This design comes from an exercise in tuning for small area, a short achievable clock period and few clock cycles on the open sky130 flow, not from production work.
The RTL was checked by simulation tests, not by an equivalence proof against the original design.

## old
==> flow/design.v (excerpt) <==
module pcf8583_rtc (
    input  wire        clk,
    input  wire        rst,
    input  wire        scl_i,
    input  wire        sda_i,
    input  wire [39:0] host_now,
    input  wire [6:0]  host_cs,
    output wire        sda_o,
    output wire        busy
);
    localparam [40:0] KOFF = 41'd617564390400;    
    localparam [3:0] S_IDLE       = 4'd0;
    localparam [3:0] S_START_WAIT = 4'd1;
    localparam [3:0] S_GET_ADDR   = 4'd2;
    localparam [3:0] S_AW_ACK     = 4'd3;
    localparam [3:0] S_AR_ACK     = 4'd4;
    localparam [3:0] S_GET_REG    = 4'd5;
    localparam [3:0] S_REG_ACK    = 4'd6;
    localparam [3:0] S_READ       = 4'd7;
    localparam [3:0] S_READ_ACK   = 4'd8;
    localparam [3:0] S_WRITE      = 4'd9;
    localparam [3:0] S_WRITE_ACK  = 4'd10;
    localparam [4:0] E_IDLE   = 5'd0;
    localparam [4:0] E_MAIN   = 5'd1;
    localparam [4:0] E_P0     = 5'd2;
    localparam [4:0] E_P1     = 5'd3;
    localparam [4:0] E_P2     = 5'd4;
    localparam [4:0] E_P3     = 5'd5;
    localparam [4:0] E_P4     = 5'd6;
    localparam [4:0] E_P5     = 5'd7;
    localparam [4:0] E_P6     = 5'd8;
    localparam [4:0] E_P7     = 5'd9;
    localparam [4:0] E_D1     = 5'd10;
    localparam [4:0] E_D2     = 5'd11;
    localparam [4:0] E_MUL    = 5'd12;
    localparam [4:0] E_COMMIT = 5'd13;
    localparam [4:0] E_PSTART = 5'd14;
    localparam [4:0] E_D0     = 5'd15;
    localparam [4:0] E_D1B    = 5'd16;
    function [7:0] bcd7;
        input [6:0] v;
        begin
            bcd7 = (v / 7'd10) * 8'd16 + {1'b0, v % 7'd10};
        end
    endfunction
    function [10:0] st675;
        input [9:0] r; input b;
        reg [10:0] t;
        reg [10:0] tm;
        begin
            t = {r, b};
            tm = t - 11'd675;
            st675 = (t >= 11'd675) ? {1'b1, tm[9:0]} : {1'b0, t[9:0]};
        end
    endfunction
    function [18:0] st146097;
        input [17:0] r; input b;
        reg [18:0] t;
        reg [18:0] tm;
        begin
            t = {r, b};
            tm = t - 19'd146097;
            st146097 = (t >= 19'd146097) ? {1'b1, tm[17:0]} : {1'b0, t[17:0]};
        end
  ...
Size: about 5900 cells after synthesis, roughly 2400 flip-flops, about 72000 sq um of cells after synthesis.
export LEC_CHECK = 0
export CAP_MARGIN = 20
export CORE_MARGIN = 2
export CORE_UTILIZATION = 55
export CTS_CLUSTER_DIAMETER = 100
export CTS_CLUSTER_SIZE = 24
export SLEW_MARGIN = 20
create_clock -name core_clock -period 20.0 [get_ports {clk}]
standard.sh (not shown) runs the stock make flow with config.mk's settings and CLKGATE_MAP_FILE= SYNTH_SCRIPT=/design/flow/synth_recipe.tcl, a recipe that flattens the netlist after the stock synthesis.
==> flow/flow/run.sh <==
#!/bin/bash
# The standard layout (the standard.sh: unchanged synthesis, floorplan,
# placement, clock tree and routing) with two changes to how it is made:
#  - the port buffers are buf_2 cells (every port still gets its own buffer);
#  - the timing repair steps are asked to leave a setup margin, so that the
#    design is optimised toward a clock period shorter than the
#    constraint's. The constraint file itself is not changed.
set -euo pipefail
export BUFFER_PORTS_ARGS="-buffer_cell sky130_fd_sc_hd__buf_2"
export SETUP_SLACK_MARGIN=14.8
bash standard.sh > standard.log 2>&1
Testbench counts of old, summed over its fixed seeds: cycles 117,733.
[inputs] new vs old
--- a/flow/design.v
+++ b/flow/design.v
@@ -648,19 +648,19 @@
     end
     always @(posedge clk) begin
         if (rst)
             busy_reg <= 1'b1;
         else if (rst_r)
             busy_reg <= 1'b0;
         else
             busy_reg <= (((ps == S_AR_ACK) || (ps == S_READ_ACK)) && !ld_ok) ||
-                        ((ps == S_WRITE) && (bc == 3'd7) && (scl_q || scl_i) && (pw_valid || ev_ring ||
+                        ((ps == S_WRITE) && (bc == 3'd7) && (pw_valid || ev_ring ||
                          ((ptr[7:3] == 5'd0) && (ptr[2:0] != 3'd1) && (ptr[2:0] != 3'd7) &&
-                          ejob_w && (eph != E_IDLE) && !(!pend && eph == E_COMMIT && ulast))));
+                          ejob_w && (eph != E_IDLE))));
     end
     always @(posedge clk) begin
         rc <= (rc == 8'd247) ? 8'd0 : rc + 8'd1;
         ws_r  <= slot_next(ev_ring ? {ev_ptr[7:3] - 5'd1, ev_ptr[2:0]} : pw_idx, rc);
         tgt_r <= tgt;
         ts_r  <= slot_next(tidx, rc);
         pre8    <= (tgt[2:0] == 3'd0) ? ctrl : {1'b0, raw7};
         pre_ext <= ext8;
Notes after the runs:
Re number of sinks on the clock net: no difference whatsoever between new and old.
Compared with old, new shows via count of the first global-routing pass that has gone down slightly.
Worst-case reg-to-reg path depth, new and old, lower one = new.
Compared with old, first-pass GRT wire length in new increased slightly.
old -> new: count of cell instances traversed by the critical path delta 0, exact match
new -> old: flip-flop and latch count delta 0, exact match
Testbench counts of new, summed over its fixed seeds: cycles 117,989.

-- re-timing with driven ports --
How much do the figures lean on ideal ports? The routed layouts below were timed once more, with nothing changed but the port constraints.
Step 1 sets driving cells, clkbuf_16 on the clock port and buf_2 on the other inputs (assumed; they add their load-dependent delay and slew).
Step 2 times the ports against the registers' clock, not the clock port: input delays grow and output delays shrink by t, the midpoint of the rising clock arrivals with the driver on.
Slacks: no drivers / after step 1 / after step 2; pairs: no drivers / after step 1.
run | t, ns | setup WS [ns] | slew at the worst register clock pin (ns) | worst slew at a driven data input, ns | pins driven straight from the clock port
old | 0.826 | 14.771 / 14.700 / 14.183 | 0.11 / 0.11 | 0.05 | 1
new | 0.820 | 14.801 / 14.726 / 14.355 | 0.11 / 0.11 | 0.06 | 1
After both steps setup and hold are still met in every run listed. For old, which loses most, drivers alone change the setup slack by -0.071 ns; drivers and shift together by -0.588 ns.
